Source: an optimization exercise on an open RTL-to-GDS flow (aim: small area, a short achievable clock period and few clock cycles). Production flows keep margins and buffers that such runs may drop.
In this exercise RTL edits were held to simulation tests only and were not proved equivalent to the original.

run A:
Design oberon_fpu, start of the top module:
module oberon_fpu (
    input  wire        clk,
    input  wire        rst,           
    input  wire        in_valid,
    output wire        in_ready,
    input  wire [2:0]  in_op,         
    input  wire        in_u,
    input  wire        in_v,
    input  wire [31:0] in_x,
    input  wire [31:0] in_y,
    output wire        out_valid,
    output reg  [31:0] out_result,
    output reg  [31:0] out_h
);
clock: 16.0 ns
lec_check: 0
abc_area: 1
cap_margin: 20
core_margin: 2
core_utilization: 40
slew_margin: 20
standard.sh (not shown) runs the stock make flow with config.mk's settings and CLKGATE_MAP_FILE= SYNTH_SCRIPT=/design/flow/synth_recipe.tcl, a recipe that flattens the netlist after the stock synthesis.
==> flow/flow/run.sh <==
#!/bin/bash
set -euo pipefail
export SETUP_SLACK_MARGIN=8
bash standard.sh > standard_flow.log 2>&1
Looking at the reports, run A completed the entire flow and the layout it produced met the timing, DRC and antenna checks.
Testbench counts of run A, summed over its fixed seeds: cycles 19,486.
--- input diff run A..run B ---
# run A
export LEC_CHECK = 0
export ABC_AREA = 1
export CAP_MARGIN = 20
export CORE_MARGIN = 2
export CORE_UTILIZATION = 40
export SLEW_MARGIN = 20
create_clock -name core_clock -period 16.0 [get_ports {clk}]
# run B
export LEC_CHECK = 0
export ABC_AREA = 1
export CAP_MARGIN = 20
export CORE_MARGIN = 2
export CORE_UTILIZATION = 50
export SLEW_MARGIN = 20
create_clock -name core_clock -period 16.0 [get_ports {clk}]
==> flow/flow/run.sh <==
#!/bin/bash
set -euo pipefail
export SETUP_SLACK_MARGIN=6.5
bash standard.sh > standard_flow.log 2>&1
Results
- Going from run A to run B, final routed wirelength across all metal layers shrank by more than 10%.
- Between run B and run A, it is run B whose antenna diode count is lower, by 3.
- Taking run A as the reference point, the finished layout cell area of run B falls by 4900 µm².
- Hold slack was higher in the run labelled run A.
- Looking at worst setup path endpoint, the out_result[22] result is from run B; the out_result[0] one comes from run A.
- Later-pin clock latency in the skew report, run B and run A, higher one = run A.
- [compare] base=run A new=run B: setup slack moved down, share of final layout cell area taken by clock buffers and inverters level.
Here is what was changed in the inputs of run C compared with run B.
# run B
export LEC_CHECK = 0
export ABC_AREA = 1
export CAP_MARGIN = 20
export CORE_MARGIN = 2
export CORE_UTILIZATION = 50
export SLEW_MARGIN = 20
create_clock -name core_clock -period 16.0 [get_ports {clk}]
# run C
export LEC_CHECK = 0
export ABC_AREA = 1
export CAP_MARGIN = 20
export CORE_MARGIN = 2
export CORE_UTILIZATION = 40
export SLEW_MARGIN = 20
create_clock -name core_clock -period 16.0 [get_ports {clk}]
[summary]
In run C the global-route usage turned out 8.9 points lower than in run B. Run C ended up with out_result[0] as its last element of the critical path; run B ended up with out_result[22]. Run C — post-CTS setup buffer count 6 higher, run B as reference. Delta (run C minus run B): worst hold slack rose 0.043 ns, total of cells resized after clock tree synthesis rose 14, fraction of the cycle the final worst path needs about even, setup slack of the critical path after layout fell 0.0058 ns. Run B → run C: met1 track demand over resource in global routing went down; via count went down; final worst clock skew went up.
Input-level comparison between run D and run C:
# run C
export LEC_CHECK = 0
export ABC_AREA = 1
export CAP_MARGIN = 20
export CORE_MARGIN = 2
export CORE_UTILIZATION = 40
export SLEW_MARGIN = 20
create_clock -name core_clock -period 16.0 [get_ports {clk}]
# run D
export LEC_CHECK = 0
export ABC_AREA = 1
export CAP_MARGIN = 20
export CORE_MARGIN = 2
export CORE_UTILIZATION = 40
export SETUP_SLACK_MARGIN = 5
export SLEW_MARGIN = 20
create_clock -name core_clock -period 16.0 [get_ports {clk}]
==> flow/run.sh (new file) <==
#!/bin/bash
# synth_recipe.tcl (not shown) runs the flow's synth.tcl, then flattens the netlist and writes it again
# the make line also repeats each setting of config.mk as NAME=value (left out here)
make -C /OpenROAD-flow-scripts/flow DESIGN_CONFIG=/design/flow/config.mk WORK_HOME=/design/flow/orfs CLKGATE_MAP_FILE= SYNTH_SCRIPT=/design/flow/synth_recipe.tcl finish
removed: flow/flow/run.sh
removed: flow/standard.sh
### Flow results
Run D ended up with sky130_fd_sc_hd__edfxtp_1 as its cell with the biggest individual delay on the critical path; run C ended up with sky130_fd_sc_hd__dfxtp_4.
Delta (run D minus run C): share of cell area taken by flip-flops and latches higher; endpoint required time on the critical path higher.
For run D, the source of the critical timing path was fdvr$_DFFE_PP_, unlike run C, where it was LO[26]$_DFF_P_.

separate check: timing with driven ports:
In the flow no input, the clock included, has a driving cell. The finished layouts below were timed again as built, in two steps. Step 1: set_driving_cell puts a clkbuf_16 on clk and a buf_2 on each other input, an assumption about the parent block. Step 2 adds t to the input delays and takes it off the output delays; t is the mean of the earliest and latest rising clock arrival at the registers after step 1. Input paths then give back, and output paths get back, about the clock's delay inside the block. Slacks: no drivers / after step 1 / after step 2; pairs: no drivers / after step 1.
| run | t, ns | setup WS [ns] | worst setup path after step 2 | worst data-port slew with drivers (ns) | cell pins on the clock port's net |
|---|---|---|---|---|---|
| run A | 0.603 | 6.707 / 6.631 / 7.167 | register to register | 0.08 | 1 |
| run B | 0.553 | 6.656 / 6.588 / 6.680 | register to register | 0.04 | 1 |
| run C | 0.606 | 6.650 / 6.580 / 6.751 | register to register | 0.06 | 1 |
| run D | 0.599 | 5.546 / 5.525 / 5.546 | register to register | 0.06 | 1 |
After both steps setup and hold are still met in every run listed.
